Background: an optimization exercise with open tools, aiming at small area, a short achievable clock period and few clock cycles per item. Do not read the settings as production practice. Function was not checked in any run shown here: the RTL went through the layout flow alone. Power figures rest on the tool's default switching activity, not on a simulated workload.

### design/flow/config.mk
export PLATFORM = sky130hd
export DESIGN_NAME = hb_rx
export DESIGN_NICKNAME = hb_rx
export VERILOG_FILES = /design/flow/design.v
export SDC_FILE = /design/flow/constraint.sdc
export NUM_CORES = 4
export LEC_CHECK = 0
export CAP_MARGIN = 20
export CORE_MARGIN = 2
export CORE_UTILIZATION = 40
export SLEW_MARGIN = 20
### design/flow/constraint.sdc
create_clock -name core_clock -period 10.0 [get_ports {clk}]
set_input_delay 2.0000 -clock core_clock [delete_from_list [all_inputs] [get_ports {clk}]]
set_output_delay 2.0000 -clock core_clock [all_outputs]
set_load 0.01 [all_outputs]
### design/flow/design.v
module hb_rx (
    input  wire       clk,
    input  wire       rst,         
    input  wire       in_valid,
    output wire       in_ready,
    input  wire [7:0] in_data,
    output wire       ev_valid,
    input  wire       ev_ready,
    output wire [7:0] ev_data
);
    localparam integer PMAX = 242;
    localparam [2:0] P_SEARCH = 3'd0,    
                     P_LINK   = 3'd1,
                     P_LEN    = 3'd2,
                     P_METH   = 3'd3,    
                     P_PATH   = 3'd4,
                     P_SKIP   = 3'd5;    
    localparam [1:0] M_GET = 2'd0, M_POST = 2'd1, M_OTHER = 2'd2;
    localparam [7:0] CH_LF = 8'h0A, CH_CR = 8'h0D, CH_SP = 8'h20;
    reg  [7:0] xb;            
    reg        xv;
    reg  [7:0] sb;            
    reg        sv;
    wire       proc;          
    assign in_ready = !sv;
    wire take = in_valid && !sv;
    always @(posedge clk) begin
        if (rst) begin
            xv <= 1'b0;
            sv <= 1'b0;
        end else if (sv) begin
            if (proc) begin
                xb <= sb;
                sv <= 1'b0;
            end
        end else if (take) begin
            if (!xv || proc) begin
                xb <= in_data;
                xv <= 1'b1;
            end else begin
                sb <= in_data;
                sv <= 1'b1;
            end
        end else if (proc)
            xv <= 1'b0;
    end
    reg [2:0]  pstate;
    reg [8:0]  rx_len;        
    reg [2:0]  mpos;          
    reg [9:0]  link;
    reg [1:0]  link_n;
    reg [16:0] lenv;
    reg [2:0]  len_n;
    reg [2:0]  mi;            
    reg        g_ok, p_ok;
    reg [1:0]  method;
    reg        pend_v;        
    reg [7:0]  pend;
    reg [7:0]  plen;          
    reg [7:0]  pbuf [0:PMAX-1];
    reg        f_files;       
    reg        f_card;        
    reg        f_qm;          
    reg [3:0]  mk;            
    reg        f_mf;          
    reg [1:0]  js;            
    reg [7:0] marker_c, get_c, post_c, files_c, card_c, mf_c;
    always @(*) begin
        case (mpos)
            3'd0: marker_c = "+";
            3'd1: marker_c = "I";
            3'd2: marker_c = "P";
            3'd3: marker_c = "D";
            default: marker_c = ",";
        endcase
        case (mi)
            3'd0: get_c = "G";
            3'd1: get_c = "E";
            3'd2: get_c = "T";
            default: get_c = " ";
        endcase
        case (mi)
            3'd0: post_c = "P";
            3'd1: post_c = "O";
            3'd2: post_c = "S";
            3'd3: post_c = "T";
            default: post_c = " ";
        endcase
        case (plen)
            8'd0: files_c = "/";
            8'd1: files_c = "f";
            8'd2: files_c = "i";
            8'd3: files_c = "l";
            8'd4: files_c = "e";
            default: files_c = "s";
        endcase
        case (plen)
            8'd0: card_c = "/";
            8'd1: card_c = "c";
            8'd2: card_c = "a";
            8'd3: card_c = "r";
            8'd4: card_c = "d";
            8'd5: card_c = "d";
            8'd6: card_c = "a";
            8'd7: card_c = "t";
            default: card_c = "a";
        endcase
        case (mk)
            4'd0:  mf_c = "a";
            4'd1:  mf_c = "c";
            4'd2:  mf_c = "t";
            4'd3:  mf_c = "i";
            4'd4:  mf_c = "o";
            4'd5:  mf_c = "n";
            4'd6:  mf_c = "=";
            4'd7:  mf_c = "m";
            4'd8:  mf_c = "f";
            4'd9:  mf_c = "k";
            4'd10: mf_c = "e";
            4'd11: mf_c = "y";
            4'd12: mf_c = "3";
            default: mf_c = "2";
        endcase
    end
    wire [7:0] b = xb;
    wire is_digit = (b >= "0") && (b <= "9");
    wire [3:0] dval = b[3:0];
    wire is_lf = (b == CH_LF);
    wire       c_files = f_files && (plen < 8'd6) && (pend == files_c);
    wire       c_card  = f_card  && (plen < 8'd9) && (pend == card_c);
    wire       c_qm    = f_qm || (plen == 8'd1 && f_files && pend == "?");
    wire       mk_hit  = (pend == mf_c);
    wire [3:0] c_mk    = f_mf ? mk : (mk_hit ? mk + 4'd1 : ((pend == "a") ? 4'd1 : 4'd0));
    wire       c_mf    = f_mf || (mk_hit && mk == 4'd13);
    wire [1:0] c_js    = (pend == ".") ? 2'd1 :
                         (js == 2'd1 && pend == "j") ? 2'd2 :
                         (js == 2'd2 && pend == "s") ? 2'd3 : 2'd0;
    wire [7:0] c_plen  = plen + 8'd1;
    wire       fin_add   = (pstate == P_PATH) && pend_v && (pend != CH_CR);
    wire [7:0] fin_plen  = fin_add ? c_plen : plen;
    wire       r_fi = fin_add ? c_files : f_files;
    wire       r_ca = fin_add ? c_card  : f_card;
    wire       r_qm = fin_add ? c_qm    : f_qm;
    wire       r_mf = fin_add ? c_mf    : f_mf;
    wire [1:0] r_js = fin_add ? c_js    : js;
    wire [2:0] fin_route =
        (method == M_OTHER)                         ? 3'd0 :
        (r_fi && fin_plen == 8'd6)                  ? 3'd1 :    
        (r_js == 2'd3)                              ? 3'd2 :    
        r_mf                                        ? 3'd3 :    
        ((r_fi && fin_plen == 8'd1) || r_qm)        ? 3'd4 :    
        (r_ca && fin_plen == 8'd9)                  ? 3'd5 :    
                                                      3'd0;     
    wire ovf = rx_len[8];      
    wire link_dig = is_digit && link_n != 2'd3;
    wire link_end = (b == ",") && link_n != 2'd0 && link <= 10'd255;
    wire len_dig  = is_digit && len_n != 3'd5;
    wire len_end  = (b == ":") && len_n != 3'd0;
    wire ev_mal = (pstate == P_LINK && !link_dig && !link_end) ||
                  (pstate == P_LEN  && !len_dig  && !len_end);
    wire ev_fin = is_lf && (pstate == P_METH || pstate == P_PATH || pstate == P_SKIP);
    wire ev_new = ovf || ev_mal || ev_fin;
    reg        ev_v;
    reg [7:0]  ev_b;
    reg [7:0]  ecnt;          
    reg        e_drop;
    reg        e_reason;
    reg [7:0]  e_link;
    reg [16:0] e_len;
    reg [1:0]  e_method;
    reg [2:0]  e_route;
    reg [7:0]  e_plen;
    reg [7:0]  fa;            
    reg [7:0]  rq [0:3];      
    reg [1:0]  rg;            
    reg  [7:0] e_lasti;       
    reg  hazard;
    always @(posedge clk)
        hazard <= ev_v && !e_drop && (plen < e_plen) && ({1'b0, plen} + 9'd9 >= {1'b0, ecnt});
    wire stall = (ev_new && ev_v) || ((pstate == P_PATH) && hazard);
    assign proc = xv && !stall;
    wire launch = proc && ev_new;
    always @(posedge clk) begin
        if (xv && pstate == P_PATH && pend_v && !hazard && plen < PMAX)
            pbuf[plen] <= pend;
    end
    always @(posedge clk) begin
        if (rst) begin
            pstate <= P_SEARCH;
            rx_len <= 9'd0;
            mpos   <= 3'd0;
        end else if (proc) begin
            if (ovf) begin
                rx_len <= 9'd1;
                pstate <= P_SEARCH;
                mpos   <= (b == "+") ? 3'd1 : 3'd0;
            end else begin
                rx_len <= rx_len + 9'd1;
                case (pstate)
                    P_SEARCH: begin
                        if (b == marker_c) begin
                            if (mpos == 3'd4) begin
                                pstate <= P_LINK;
                                link   <= 10'd0;
                                link_n <= 2'd0;
                                mpos   <= 3'd0;
                            end else
                                mpos <= mpos + 3'd1;
                        end else
                            mpos <= (b == "+") ? 3'd1 : 3'd0;
                    end
                    P_LINK: begin
                        if (link_dig) begin
                            link   <= link * 10'd10 + {6'd0, dval};
                            link_n <= link_n + 2'd1;
                        end else if (link_end) begin
                            pstate <= P_LEN;
                            lenv   <= 17'd0;
                            len_n  <= 3'd0;
                        end else begin
                            rx_len <= 9'd0;
                            pstate <= P_SEARCH;
                        end
                    end
                    P_LEN: begin
                        if (len_dig) begin
                            lenv  <= lenv * 17'd10 + {13'd0, dval};
                            len_n <= len_n + 3'd1;
                        end else if (len_end) begin
                            pstate  <= P_METH;
                            mi      <= 3'd0;
                            g_ok    <= 1'b1;
                            p_ok    <= 1'b1;
                            method  <= M_OTHER;
                            pend_v  <= 1'b0;
                            plen    <= 8'd0;
                            js      <= 2'd0;
                            f_files <= 1'b1;
                            f_card  <= 1'b1;
                            f_qm    <= 1'b0;
                            mk      <= 4'd0;
                            f_mf    <= 1'b0;
                        end else begin
                            rx_len <= 9'd0;
                            pstate <= P_SEARCH;
                        end
                    end
                    P_METH: begin
                        if (is_lf) begin
                            rx_len <= 9'd0;
                            pstate <= P_SEARCH;
                        end else begin
                            mi   <= mi + 3'd1;
                            g_ok <= g_ok && (mi < 3'd4) && (b == get_c);
                            p_ok <= p_ok && (b == post_c);
                            if (g_ok && mi == 3'd3 && b == " ") begin
                                method <= M_GET;
                                pstate <= P_PATH;
                            end else if (p_ok && mi == 3'd4 && b == " ") begin
                                method <= M_POST;
                                pstate <= P_PATH;
                            end else if (!(g_ok && mi < 3'd4 && b == get_c) &&
                                         !(p_ok && b == post_c))
                                pstate <= P_SKIP;
                        end
                    end
                    P_PATH: begin
                        if (is_lf) begin
                            rx_len <= 9'd0;
                            pstate <= P_SEARCH;
                        end else begin
                            if (pend_v) begin
                                plen    <= c_plen;
                                f_files <= c_files;
                                f_card  <= c_card;
                                f_qm    <= c_qm;
                                mk      <= c_mk;
                                f_mf    <= c_mf;
                                js      <= c_js;
                            end
                            if (b == CH_SP) begin
                                pend_v <= 1'b0;
                                pstate <= P_SKIP;
                            end else begin
                                pend_v <= 1'b1;
                                pend   <= b;
                            end
                        end
                    end
                    P_SKIP: begin
                        if (is_lf) begin
                            rx_len <= 9'd0;
                            pstate <= P_SEARCH;
                        end
                    end
                    default: pstate <= P_SEARCH;
                endcase
            end
        end
    end
    wire       e_last = (ecnt == e_lasti);
    wire       e_step = ev_v && ev_ready;
    wire [7:0] e_nx   = ecnt + 8'd1;
    reg [7:0] e_byte;         
    always @(*) begin
        if (e_drop)
            e_byte = {7'd0, e_reason};
        else begin
            case (ecnt)
                8'd0: e_byte = e_link;
                8'd1: e_byte = e_len[7:0];
                8'd2: e_byte = e_len[15:8];
                8'd3: e_byte = {7'd0, e_len[16]};
                8'd4: e_byte = 8'd0;
                8'd5: e_byte = {6'd0, e_method};
                8'd6: e_byte = {5'd0, e_route};
                8'd7: e_byte = e_plen;
                8'd8: e_byte = 8'd0;
                default: e_byte = rq[rg];
            endcase
        end
    end
    integer g;
    reg [7:0] rsel [0:3];
    integer q, j;
    always @(*) begin
        for (q = 0; q < 4; q = q + 1) begin
            rsel[q] = 8'd0;
            for (j = 0; j < 64; j = j + 1)
                if (q * 64 + j < PMAX)
                    rsel[q] = rsel[q] | (pbuf[q * 64 + j] & {8{fa[5:0] == j}});
        end
    end
    always @(posedge clk) begin
        if (e_step) begin
            for (g = 0; g < 4; g = g + 1)
                rq[g] <= rsel[g];
            rg <= fa[7:6];
            fa <= fa + 8'd1;
        end
        if (launch)
            fa <= 8'd248;
    end
    always @(posedge clk) begin
        if (rst) begin
            ev_v <= 1'b0;
        end else if (launch) begin
            ev_v     <= 1'b1;
            ev_b     <= ovf ? 8'h83 : (ev_mal ? 8'h83 : 8'h82);
            ecnt     <= 8'd0;
            e_drop   <= ovf || ev_mal;
            e_reason <= ovf;
            e_link   <= link[7:0];
            e_len    <= lenv;
            e_method <= method;
            e_route  <= fin_route;
            e_plen   <= fin_plen;
            e_lasti  <= (ovf || ev_mal) ? 8'd1 : fin_plen + 8'd9;
        end else if (e_step) begin
            if (e_last)
                ev_v <= 1'b0;
            ecnt <= e_nx;
            ev_b <= e_byte;
        end
    end
    assign ev_valid = ev_v;
    assign ev_data  = ev_b;
endmodule
### design/flow/run.sh
#!/bin/bash
# synth_recipe.tcl (not shown) runs the flow's synth.tcl, then flattens the netlist and writes it again
# the make line also repeats each setting of config.mk as NAME=value (left out here)
make -C /OpenROAD-flow-scripts/flow DESIGN_CONFIG=/design/flow/config.mk WORK_HOME=/design/flow/orfs CLKGATE_MAP_FILE= SYNTH_SCRIPT=/design/flow/synth_recipe.tcl finish
==> metrics.yaml, run 1 <==
outcome: "complete, no violations"
reg2reg_slack_ns: 5.48
ant_nets: 0
dr.first_iter.drc_count: 11600
dp.cells: 7457
ys.flop_type: "edfxtp_1"
ys_async_sr_fraction_pct: 0
final_nets: 5090
dpl_cell_area_mm2: 0.0868
via_count: 54600
reg2reg_to: "pbuf[11][4]"
tightestPinTransition_ns: 1.27
period_minus_slack_ns: 4.52
multi_input_area_mm2: 0.0176
synth_seq_cells: 2155
seqCellArea_mm2: 0.0643
postCtsSetupRepairBufs: 0
htreeDepth: 4
synth_area_mm2: 0.0827
fin_setup_tns_ns: 0
maxCapViolCount: 0
path_clk_slew_ns: 0.06
grt_max_degree: 147
yosysSeqAreaShare_pct: 77.8
hold_path.class: "reg2reg"
gp_congestion: 1.04
dr.pass1.iters: 7
dieHeight_um: 459
arrival_ns: 4.96
cts_tree: "built"
fin_cells: 7858
nFillCells: 17300
grt_pass1_vias: 50100
hpwl_um: 209000
drive_above_1_share_pct: 10.8
hold_start: "lenv[16]"
hold_viol: 0
peakVddDrop_mv: 0.191
hold_path_end: "e_len[16]"
die_area_mm2: 0.210
cts_resized: 0
drv_slew: 0
drc_errors: 0
cp_max_fo: 15
clock_latency_ns: 0.90
fin_worst_skew_ns: 0.0972
holdPathStages: 0
ys_warn_count: 3
clockBufferDepth: 3
overflow: 0
antenna_found_initial: 27
slew_headroom_pct: 15.3
utilization_pct: 45.5
synth.net_count: 4994
vias_per_cell: 6.94
worstSetupPathType: "reg2reg"
hold_ws_ns: 0.466
fmax_mhz: 221
syn_area_per_cell_um2: 16.9
r2r_cells: 8
synth_cell_type_count: 85
drt_wl_total_um: 326000
r2r-start: "plen[4]"
initial_core_util_pct: 40.3
critPathLaunchType: "flop"
die_w_um: 459
postSynthCellCount: 4887
grt_pass1_wl_um: 436000
core_mm2: 0.205
rows: 166
grt.total_usage_pct: 30.3
cp-end-kind: "flop"
io_pins: 22
post-route-period-util_pct: 45.2
rsz0062_at_grt: "no"
io_buffers: 21
setup_viol: 0
wl_per_cell_um: 41.5
critical_path_required_ns: 10.44
clock-root-buffer: "clkbuf_16"
p_leak_nw: 28.9
postCtsHoldBufs: 0
p_per_area_mw_per_mm2: 190
cts.sinks: 2155
syn2layout_area_growth_pct: 12.9
cts_buffers: 210
final_area_mm2: 0.0934
synth_edf_count: 2116
==> stage by stage <==
step / setup slack, ns / total power, W
6_report: 5.48 / 0.0178
5_1_grt: 5.38 / 0.0181
4_1_cts: 5.55 / 0.0177
3_5_place_dp: 5.58 / 0.0103
3_3_place_gp: 5.63 / 0.0103
2_1_floorplan: 3.78 / 0.0101
==> critical path, stage by stage (launching register included) <==
cell and delay, ns:
edfxtp_1 0.57, and2_1 0.31, nand3_1 0.21, nor2_1 0.10
nor4b_1 0.64, nand2_1 0.18, nor2_1 0.40, nand2_2 0.82
nor2_1 0.86
==> power breakdown <==
group | total (W) | switching (W) | internal, W
registers | 0.00979 | 0.0000118 | 0.00977
logic | 0.000345 | 0.000251 | 0.0000936
clock network | 0.00765 | 0.00355 | 0.00410
total | 0.0178 | 0.00381 | 0.0140
==> area by class of cell <==
cell class | count | share of cell area (%)
Sequential cell | 2155 | 68.9
Multi-Input combinational cell | 2383 | 18.8
Clock buffer | 255 | 5.84
Tap cell | 2688 | 3.60
Timing Repair Buffer | 158 | 1.38
Clock inverter | 136 | 1.13
Inverter | 75 | 0.302
Antenna cell | 8 | 0.0214
==> Yosys cell counts, types with 39 or more instances <==
library cell,number,area share [%]
edfxtp_1,2116,77
nor2_1,432,2.0
a221oi_1,409,4.3
a22o_1,405,4.3
clkbuf_1,239,1.1
a22oi_1,171,1.6
nand4_1,152,1.2
nand2_1,108,0.49
ha_1,91,1.4
inv_1,73,0.33
a21oi_1,65,0.39
xnor2_1,55,0.58
nand3_1,51,0.31
nor3_1,49,0.30
xor2_1,46,0.49
dfxtp_1,39,0.94
==> routing by layer <==
metal  part of all wire [%]  wire length [µm]  vias to the layer above  global-route usage (%)
li1                       -                 -                    20400                       -
met1                     34            110000                    27200                    38.1
met2                     42            136000                     5690                    43.3
met3                     17             54300                     1263                    12.8
met4                    7.9             25800                       28                    18.3
met5                  0.078               254                        -                       0
==> state kept, by name, summed over array words and instances, names as in the netlist, 4 cells and up, named ones only <==
name	cells
plen	8
pend	8
mk	4
fa	8
e_lasti	8
pbuf	1936
rq	32
ecnt	8
e_len	17
link	10
sb	8
rx_len	9
e_link	8
ev_b	8
xb	8
e_plen	8
mf_c	6
lenv	17
==> cells by family after synthesis <==
logic type | Yosys count | synth area share [%]
XOR/XNOR | 101 | 1.07
AND/OR/NAND/NOR | 975 | 5.80
adder cells (fa/ha/maj) | 95 | 1.47
multiplexers | 24 | 0.428
flip-flops | 2155 | 77.8
AO/OA/AOI/OAI | 1188 | 11.8
buffers and inverters | 349 | 1.62
==> worst max-delay path by stage <==
stage / startpoint / to / slack [ns]
after floorplan: rst / e_drop / 3.78
after global placement: pstate[0] / ev_b[0] / 5.63
after detailed placement: pstate[1] / ev_b[1] / 5.58
after CTS: pstate[1] / ev_b[7] / 5.55
after global routing: plen[4] / pbuf[168][0] / 5.38
final: plen[4] / pbuf[11][4] / 5.48
==> cells in the final DEF (no fill, tap or decap), drive strengths merged, types with 39 or more instances in the layout <==
cell type  count
nand2        108
xor2          46
a221oi       409
buf          136
nor3          52
inv           82
edfxtp      2116
a22o         405
a22oi        171
clkbuf       256
nor2         432
clkinv       112
xnor2         55
nand4        153
dfxtp         39
ha            91
nand3         52
a21oi         67
==> inputs of run 2 (changes only) <==
--- a/design/flow/config.mk
+++ b/design/flow/config.mk
@@ -7,2 +7,3 @@
 export LEC_CHECK = 0
+export ABC_CLOCK_PERIOD_IN_PS = 3000
 export CAP_MARGIN = 20
@@ -10,2 +11,3 @@
 export CORE_UTILIZATION = 40
+export SETUP_SLACK_MARGIN = 5
 export SLEW_MARGIN = 20
==> run 2 against run 1 <==
Still clean. Critical path depth unchanged. Count of clock-buffer cells in the layout grew 8. Global-route usage is 0.28 points higher. Synthesized area is the same. Core utilization up 0.18 points. Largest cell class unchanged.
==> metrics.yaml, run 2 <==
arrival_ns: 5.21
initial_core_util_pct: 40.3
io_buffers: 21
nFillCells: 17300
cts_resized: 0
ys_async_sr_fraction_pct: 0
p_per_area_mw_per_mm2: 193
post-route-period-util_pct: 47.1
synth_cell_type_count: 85
postCtsHoldBufs: 0
antenna_found_initial: 21
synth_area_leaders: "edfxtp_1 (77%), a221oi_1 (4.3%), a22o_1 (4.3%)"
critical_path_required_ns: 10.50
ys.flop_type: "edfxtp_1"
syn2layout_area_growth_pct: 13.4
p_leak_nw: 29.1
period_minus_slack_ns: 4.71
grt.total_usage_pct: 30.6
setup_viol: 0
grt_pass1_wl_um: 438000
multi_input_area_mm2: 0.0176
utilization_pct: 45.7
io_pins: 22
rows: 166
grt_max_degree: 159
core_mm2: 0.205
dp.cells: 7450
critPathLaunchType: "flop"
cp-end-kind: "flop"
critPathBufInv: 0
clock-root-buffer: "clkbuf_16"
hold_path.class: "reg2reg"
cts_buffers: 209
final_nets: 5083
drc_errors: 0
gp_congestion: 1.05
postCtsSetupRepairBufs: 0
cts_tree: "built"
dieHeight_um: 459
slowest_stage: "nor2_1"
die_area_mm2: 0.210
via_count: 54700
synth_area_mm2: 0.0827
tightestPinTransition_ns: 1.30
hold_viol: 0
critPathMostFrequentCell: "nor2_1"
synth_edf_count: 2116
post-synth-top-count-cell: "edfxtp_1"
yosysSeqAreaShare_pct: 77.8
grt_pass1_vias: 49800
regMostFlops: "pbuf"
syn_area_per_cell_um2: 16.9
final_common_cell: "edfxtp_1"
largest_register_ff_count: 1936
synth_common_cells: "edfxtp_1 (2116), nor2_1 (432), a221oi_1 (409)"
synth.net_count: 4994
drt_wl_total_um: 329000
cp_cell_sequence: "and2_1 -> nand3_1 -> nor2_1 -> nor4b_1 -> nand2_1 -> nor2_1 -> nand2_2 -> nor2_1"
synth_seq_cells: 2155
htreeDepth: 4
ant_nets: 0
reg_top3: "pbuf x1936, rq x32"
clock_latency_ns: 0.90
hpwl_um: 210000
wl_per_cell_um: 41.9
outcome: "complete, no violations"
critPathTopFamily: "simple AND/OR/NAND/NOR gates"
synth_top_cell_area_share_pct: 76.9
slew_headroom_pct: 13.3
cts.sinks: 2155
fin_worst_skew_ns: 0.0940
postSynthCellCount: 4887
ys_warn_count: 3
dr.pass1.iters: 12
fin_cells: 7847
path_clk_slew_ns: 0.06
peakVddDrop_mv: 0.194
yosys.area.top_type: "edfxtp_1"
maxCapViolCount: 0
dr.first_iter.drc_count: 11900
overflow: 0
fmax_mhz: 212
cp_max_fo: 15
worstSetupPathType: "reg2reg"
vias_per_cell: 6.96
drv_slew: 0
clockBufferDepth: 3
seqCellArea_mm2: 0.0643
drive_above_1_share_pct: 11.1
die_w_um: 459
fin_setup_tns_ns: 0
critPathMaxStageDelay_ns: 0.93
layout_common_cells: "edfxtp_1 (2116), a221oi_1 (409), a22o_1 (405)"
rsz0062_at_grt: "no"
-- run 2: cell counts after synthesis --
Identical to the previous run, type by type.
-- run 2: final cells by class --
class                      instances  share of cell area [%]
multi-input combinational       2383                    18.8
clock inverter                   116                    1.29
clock buffer                     263                    6.00
antenna                           15                  0.0400
inverter                          75                   0.300
sequential                      2155                    68.6
timing repair buffer             152                    1.33
tap                             2688                    3.59
-- run 2: worst register-to-register path: cells and delay by family (launching register included) --
family / cells / cell delay (ns)
AND/OR/NAND/NOR: 8 / 3.78
flip-flops: 1 / 0.59
-- run 2: routing by layer --
layer  global-route usage [%]  wire, µm
met5                        0       174
met4                     17.8     23900
met3                     12.1     53800
met2                     43.2    137000
met1                     39.7    114000
-- run 2: worst paths after layout --
path,start,endpoint,slack [ns],cells past startpoint
setup / recovery,plen[4],pbuf[10][6],5.29,8
hold / removal,lenv[16],e_len[16],0.42,0
setup reg to reg,plen[4],pbuf[10][6],5.29,8
hold reg to reg,lenv[16],e_len[16],0.42,0
-- run 2: cell families after synthesis --
family / after synthesis / share of synthesized area, %
DFF: 2155 / 77.8
AOI/OAI and AO/OA: 1188 / 11.8
and+or+nand+nor: 975 / 5.80
buffers and inverters: 349 / 1.62
xor gates and xnor gates: 101 / 1.07
adders and majority gates: 95 / 1.47
muxes: 24 / 0.428
-- run 2: per-stage QoR --
stage / hold WS [ns] / total power, W / instance area (µm²) / setup WS, ns
finish: 0.423 / 0.0181 / 93700 / 5.29
global route: 0.438 / 0.0184 / 93700 / 5.24
CTS: 0.424 / 0.0180 / 93600 / 5.48
detailed placement: 0.410 / 0.0103 / 86800 / 5.51
global placement: 0.413 / 0.0103 / 86800 / 5.60
floorplan: 0.400 / 0.0101 / 82800 / 4.47
-- run 2: report_power, final --
part | switching [W] | internal, W | total, W
logic | 0.000250 | 0.0000937 | 0.000344
clock network | 0.00355 | 0.00441 | 0.00795
registers | 0.0000123 | 0.00977 | 0.00979
total | 0.00381 | 0.0143 | 0.0181
==> inputs of run 3 (changes only) <==
--- a/design/flow/config.mk
+++ b/design/flow/config.mk
@@ -7,3 +7,2 @@
 export LEC_CHECK = 0
-export ABC_CLOCK_PERIOD_IN_PS = 3000
 export CAP_MARGIN = 20
@@ -11,3 +10,4 @@
 export CORE_UTILIZATION = 40
-export SETUP_SLACK_MARGIN = 5
+export CTS_BUF_LIST = sky130_fd_sc_hd__clkbuf_8
+export CTS_CLUSTER_SIZE = 30
 export SLEW_MARGIN = 20
==> run 3 against run 2 <==
Count of clock-buffer cells in the layout is 96 higher. Synthesized cell count stayed put. Global-route usage is 0.11 points lower. Largest power group unchanged. Cell area is 0.71% lower. Still clean. Critical path type unchanged. Clock power is about 10% lower. First-iteration DRC count is 0.73% lower. Via count is 1.4% higher. Critical path depth stayed put. Highest routed layer unchanged.
==> metrics.yaml, run 3 <==
synth.net_count: 4994
wl_per_cell_um: 40.8
grt_max_degree: 147
regMostFlops: "pbuf"
arrival_ns: 5.16
drt_wl_total_um: 329000
synth_edf_count: 2116
switchingPower_w: 0.00384
dr.pass1.iters: 9
p_comb_share_pct: 2.0
post-route-period-util_pct: 45.3
core_mm2: 0.205
grt.total_usage_pct: 30.4
synth_common_cells: "edfxtp_1 (2116), nor2_1 (432), a221oi_1 (409)"
final_nets: 5234
cts.sinks: 2155
fin_cells: 8074
p_leak_nw: 29.3
hold_path.class: "reg2reg"
ys_async_sr_fraction_pct: 0
drv_slew: 0
clock_latency_ns: 1.13
syn2layout_area_growth_pct: 12.6
period_minus_slack_ns: 4.53
largest_register_ff_count: 1936
layout_common_cells: "edfxtp_1 (2116), a221oi_1 (409), a22o_1 (405)"
final_common_cell: "edfxtp_1"
drc_errors: 0
peakVddDrop_mv: 0.155
fmax_mhz: 221
routed.top_layer: "met5"
die_area_mm2: 0.210
dr.first_iter.drc_count: 11800
cts_resized: 0
drive_above_1_share_pct: 12.7
wl_met3_um: 53500
critical_path_required_ns: 10.64
die_w_um: 459
p_per_area_mw_per_mm2: 186
synth_seq_cells: 2155
outcome: "complete, no violations"
synth_area_leaders: "edfxtp_1 (77%), a221oi_1 (4.3%), a22o_1 (4.3%)"
synth_top_cell_area_share_pct: 76.9
gp_congestion: 1.04
dieHeight_um: 459
overflow: 0
htreeDepth: 5
critPathLaunchType: "flop"
rows: 166
ys.flop_type: "edfxtp_1"
grt_pass1_wl_um: 439000
rsz0062_at_grt: "no"
fin_worst_skew_ns: 0.119
maxCapViolCount: 0
initial_core_util_pct: 40.3
hpwl_um: 209000
cts_tree: "built"
vias_per_cell: 6.86
p_seq_share_pct: 56.6
clock-root-buffer: "clkbuf_8"
antenna_found_initial: 19
wl_met2_um: 137000
cp_max_fo: 15
syn_area_per_cell_um2: 16.9
cts_buffers: 353
cp-end-kind: "flop"
dp.cells: 7457
clockBufferDepth: 4
worstSetupPathType: "reg2reg"
ant_nets: 0
power_switching_share_pct: 22.2
grt_pass1_vias: 51500
fin_setup_tns_ns: 0
reg_top3: "pbuf x1936, rq x32"
hold_viol: 0
slew_headroom_pct: 17.6
post-synth-top-count-cell: "edfxtp_1"
tightestPinTransition_ns: 1.23
yosys.area.top_type: "edfxtp_1"
io_buffers: 21
io_pins: 22
setup_viol: 0
wl_met1_um: 112000
postCtsSetupRepairBufs: 0
path_clk_slew_ns: 0.06
synth_cell_type_count: 85
synth_area_mm2: 0.0827
p_int_w: 0.0134
yosysSeqAreaShare_pct: 77.8
postCtsHoldBufs: 0
via_count: 55400
pwr-share-clk_pct: 41.4
ys_warn_count: 3
postSynthCellCount: 4887
hold_ws_ns: 0.452
[run 3: worst max-delay path, cell delays in order (launching register included)]
cell	delay (ns)
edfxtp_1	0.56
and2_1	0.31
nand3_1	0.21
nor2_1	0.11
nor4b_1	0.67
nand2_1	0.18
nor2_1	0.41
nand2_2	0.81
nor2_1	0.85
[run 3: final timing paths]
path                            startpoint      endpoint  slack, ns  cells after the start
worst max-delay path               plen[4]  pbuf[219][1]       5.47                      8
worst min-delay path              lenv[16]     e_len[16]       0.45                      0
worst max register to register     plen[4]  pbuf[219][1]       5.47                      8
worst min register to register    lenv[16]     e_len[16]       0.45                      0
[run 3: layout make-up]
class | instances | area, µm²
tap | 2688 | 3360
clock inverter | 236 | 1250
clock buffer | 359 | 4940
antenna | 19 | 47.5
inverter | 75 | 282
sequential | 2155 | 64300
timing repair buffer | 159 | 1300
multi-input combinational | 2383 | 17600
fill | 17400 | 112000
[run 3: per-stage QoR]
stage                     total power [W]  area, µm²  utilization, %  setup WS [ns]
after floorplan                    0.0101      82700               -           3.78
after global placement             0.0103      86800            42.3           5.63
after detailed placement           0.0103      86800            42.3           5.58
after CTS                          0.0172      93000            45.4           5.56
after global routing               0.0176      93000            45.4           5.40
final                              0.0173      93100            45.4           5.47
[run 3: cells by family (layout without fill, tap and decap cells)]
kind of cell,after synthesis,count (layout),share of synthesized area (%)
and+or+nand+nor,975,975,5.80
AOI/OAI and AO/OA,1188,1188,11.8
buffers and inverters,349,829,1.62
xor gates and xnor gates,101,101,1.07
DFF,2155,2155,77.8
other,0,19,0
muxes,24,24,0.428
adders and majority gates,95,95,1.47
[run 3: power by group through the flow]
stage | sequential [W] | combinational, W | clock, W
2_1_floorplan | 0.00997 | 0.000147 | 0
3_3_place_gp | 0.00998 | 0.000315 | 0
3_5_place_dp | 0.00998 | 0.000316 | 0
4_1_cts | 0.00979 | 0.000317 | 0.00713
5_1_grt | 0.00978 | 0.000334 | 0.00753
6_report | 0.00979 | 0.000345 | 0.00715
[run 3: metal layers]
| metal | GRT usage (%) | up-vias |
|---|---|---|
| met5 | 0 | - |
| met4 | 19.2 | 18 |
| met3 | 12.8 | 1362 |
| met2 | 43.3 | 5837 |
| met1 | 38.3 | 27500 |
| li1 | - | 20700 |
==> inputs of run 4 (changes only) <==
--- a/design/flow/design.v
+++ b/design/flow/design.v
@@ -182,5 +182,10 @@
     wire launch = proc && ev_new;
+    reg  [15:0] wlo, whi;
+    wire        wen = xv && pstate == P_PATH && pend_v && !hazard;
+    wire [15:0] wen_hi = whi & {16{wen}};
+    integer w;
     always @(posedge clk) begin
-        if (xv && pstate == P_PATH && pend_v && !hazard && plen < PMAX)
-            pbuf[plen] <= pend;
+        for (w = 0; w < PMAX; w = w + 1)
+            if (wen_hi[w / 16] && wlo[w % 16])
+                pbuf[w] <= pend;
     end
@@ -236,2 +241,4 @@
                             plen    <= 8'd0;
+                            wlo     <= 16'd1;
+                            whi     <= 16'd1;
                             js      <= 2'd0;
@@ -273,2 +280,5 @@
                                 plen    <= c_plen;
+                                wlo     <= {wlo[14:0], wlo[15]};
+                                if (wlo[15])
+                                    whi <= {whi[14:0], whi[15]};
                                 f_files <= c_files;
@@ -323,2 +333,11 @@
     integer g;
+    reg [15:0] rlo;
+    reg [3:0]  rmid;
+    wire [63:0] rs1;
+    genvar gj;
+    generate
+        for (gj = 0; gj < 64; gj = gj + 1) begin : g_rs
+            assign rs1[gj] = rlo[gj % 16] && rmid[gj / 16];
+        end
+    endgenerate
     reg [7:0] rsel [0:3];
@@ -330,3 +349,3 @@
                 if (q * 64 + j < PMAX)
-                    rsel[q] = rsel[q] | (pbuf[q * 64 + j] & {8{fa[5:0] == j}});
+                    rsel[q] = rsel[q] | (pbuf[q * 64 + j] & {8{rs1[j]}});
         end
@@ -339,5 +358,11 @@
             fa <= fa + 8'd1;
+            rlo <= {rlo[14:0], rlo[15]};
+            if (rlo[15])
+                rmid <= {rmid[2:0], rmid[3]};
+        end
+        if (launch) begin
+            fa   <= 8'd248;
+            rlo  <= 16'h0100;
+            rmid <= 4'b1000;
         end
-        if (launch)
-            fa <= 8'd248;
     end
--- a/design/flow/config.mk
+++ b/design/flow/config.mk
@@ -10,4 +10,2 @@
 export CORE_UTILIZATION = 40
-export CTS_BUF_LIST = sky130_fd_sc_hd__clkbuf_8
-export CTS_CLUSTER_SIZE = 30
 export SLEW_MARGIN = 20
==> run 4 against run 3 <==
Still clean. Global-route usage is 1.8 points lower. Count of clock-buffer cells in the layout decreased by 93. Die area up 3.1%. First-iteration DRC count decreased by 5.9%. Cell count decreased by 0.14%. Critical path type unchanged. Highest routed layer unchanged.
==> metrics.yaml, run 4 <==
cp-end-kind: "flop"
die_w_um: 466
post-synth-top-count-cell: "edfxtp_1"
tightestPinTransition_ns: 1.28
regMostFlops: "pbuf"
hold_viol: 0
layout_common_cells: "edfxtp_1 (2148), a221oi_1 (411), a22o_1 (409)"
syn2layout_area_growth_pct: 12.1
rows: 169
utilization_pct: 45.1
synth_common_cells: "edfxtp_1 (2148), a221oi_1 (411), a22o_1 (409)"
slowest_stage: "buf_4"
hold_path.class: "reg2reg"
clock-root-buffer: "clkbuf_16"
post-route-period-util_pct: 45.1
dr.first_iter.drc_count: 11100
clockBufferDepth: 3
ant_nets: 0
cts_buffers: 212
synth_cell_type_count: 87
grt_max_degree: 198
reg_top3: "pbuf x1936, rq x32"
dieHeight_um: 466
dpl_cell_area_mm2: 0.0887
setup_viol: 0
via_count: 54400
cp-endpoint: "pbuf[47][1]"
seqCellArea_mm2: 0.0657
peakVddDrop_mv: 0.156
final_nets: 5149
grt_pass1_vias: 49900
slew_headroom_pct: 15.0
htreeDepth: 4
r2r-start: "pstate[2]"
final_common_cell: "edfxtp_1"
io_pins: 22
yosys.area.top_type: "edfxtp_1"
worstSetupPathType: "reg2reg"
yosysSeqAreaShare_pct: 77.0
cp_max_fo: 88
synth_top_cell_area_share_pct: 75.6
fin_setup_tns_ns: 0
synth_edf_count: 2148
cts_resized: 0
period_minus_slack_ns: 4.51
worstSetupStartpoint: "pstate[2]"
io_buffers: 21
core_mm2: 0.212
maxCapViolCount: 0
critPathLaunchType: "flop"
fmax_mhz: 222
rsz0062_at_grt: "no"
syn_area_per_cell_um2: 16.9
final_area_mm2: 0.0956
synth_area_leaders: "edfxtp_1 (76%), a221oi_1 (4.2%), a22o_1 (4.2%)"
reg2reg_to: "pbuf[47][1]"
p_leak_nw: 31.1
drt_wl_total_um: 319000
hpwl_um: 193000
die_area_mm2: 0.217
synth.net_count: 5159
wl_per_cell_um: 39.6
arrival_ns: 5.01
gp_congestion: 0.941
postCtsSetupRepairBufs: 0
postCtsHoldBufs: 0
cts_tree: "built"
cp_cell_sequence: "and4bb_2 -> and3b_4 -> buf_4 -> buf_4 -> and3_1"
synth_seq_cells: 2207
drive_above_1_share_pct: 10.1
path_clk_slew_ns: 0.07
initial_core_util_pct: 40.2
grt_pass1_wl_um: 428000
ys_warn_count: 4
antenna_found_initial: 32
r2r_cells: 5
nFillCells: 18000
postSynthCellCount: 5055
outcome: "complete, no violations"
ys_async_sr_fraction_pct: 0
vias_per_cell: 6.74
drv_slew: 0
fin_worst_skew_ns: 0.0883
dr.pass1.iters: 25
cts.sinks: 2207
critical_path_required_ns: 10.50
critPathMostFrequentCell: "buf_4"
grt.total_usage_pct: 28.6
largest_register_ff_count: 1936
synth_area_mm2: 0.0853
ys.flop_type: "edfxtp_1"
p_per_area_mw_per_mm2: 196
clock_latency_ns: 0.90
overflow: 0
multi_input_area_mm2: 0.0180
drc_errors: 0
critPathMaxStageDelay_ns: 0.96
reg2reg_slack_ns: 5.49
run 4: kinds of logic after synthesis:
| logic type | Yosys count | share of synthesized area (%) |
|---|---|---|
| DFF | 2207 | 77.0 |
| AOI/OAI and AO/OA | 1209 | 11.6 |
| and+or+nand+nor | 977 | 6.51 |
| buffers and inverters | 444 | 2.00 |
| xor gates and xnor gates | 98 | 1.01 |
| adders and majority gates | 92 | 1.38 |
| muxes | 28 | 0.462 |
run 4: layout make-up:
type	count	share of cell area [%]
Multi-Input combinational cell	2404	18.8
Clock inverter	132	1.30
Clock buffer	266	5.79
Sequential cell	2207	68.7
Timing Repair Buffer	145	1.35
Tap cell	2821	3.69
Antenna cell	13	0.0340
Inverter	75	0.294
run 4: worst min path at each step:
| stage | start | endpoint | slack (ns) | cells after the start |
|---|---|---|---|---|
| after floorplan | lenv[16] | e_len[16] | 0.40 | 0 |
| after global placement | fa[7] | rg[1] | 0.46 | 0 |
| after detailed placement | fa[7] | rg[1] | 0.45 | 0 |
| after CTS | fa[7] | rg[1] | 0.47 | 0 |
| after global routing | fa[7] | rg[1] | 0.49 | 0 |
| final | fa[7] | rg[1] | 0.47 | 0 |
run 4: per-stage QoR:
stage                     hold WS [ns]  total power (W)  instances  setup WS (ns)
after global placement           0.456           0.0110       7644           5.29
after CTS                        0.466           0.0187       8046           5.55
final                            0.465           0.0188       8063           5.49
after floorplan                  0.400           0.0106       5055           4.27
after global routing             0.493           0.0191       8050           5.37
after detailed placement         0.447           0.0110       7648           5.25
run 4: critical path: cells and delay by family, from the launching register on:
family | cells | cell delay, ns
AND/OR/NAND/NOR | 3 | 1.90
buffers and inverters | 2 | 1.60
flip-flops | 1 | 0.52
run 4: where the power goes:
group | leakage, nW | internal [W] | switching [W] | total, W
clock network | 3.28 | 0.00433 | 0.00361 | 0.00795
registers | 19.8 | 0.0101 | 0.0000482 | 0.0101
logic | 8.05 | 0.000164 | 0.000502 | 0.000665
run 4: layer usage:
layer  track usage (%)  vias up  wire length (µm)
met3              9.70      972             48400
met4              14.0       22             18800
met2              42.7     5208            140000
met5                 0        -               310
li1                  -    20800                 -
met1              37.4    27300            112000

[port drivers added, routing unchanged]
Ports are ideal in the flow. The routed layouts listed here were re-timed in OpenROAD.
Step 1: set_driving_cell puts a clkbuf_16 on clk and a buf_2 on each other input, an assumption about the parent block.
Step 2 adds t to the input delays and takes it off the output delays; t is the mean of the earliest and latest rising clock arrival at the registers after step 1. Input paths then give back, and output paths get back, about the clock's delay inside the block.
a / b / c = no drivers / after step 1 / after step 2; a / b = the first two.
| run | t, ns | setup slack, ns | clock arrival spread, ns |
|---|---|---|---|
| run 1 | 0.938 | 5.482 / 5.482 / 5.482 | 0.100 / 0.100 |
| run 2 | 0.944 | 5.292 / 5.292 / 5.292 | 0.094 / 0.094 |
| run 3 | 1.149 | 5.472 / 5.472 / 5.472 | 0.141 / 0.141 |
| run 4 | 0.951 | 5.486 / 5.486 / 5.243 | 0.092 / 0.092 |
After both steps every run listed still meets setup and hold. The setup slack of run 4, which loses most, moves by 0.000 ns with the drivers and by -0.243 ns with both steps.
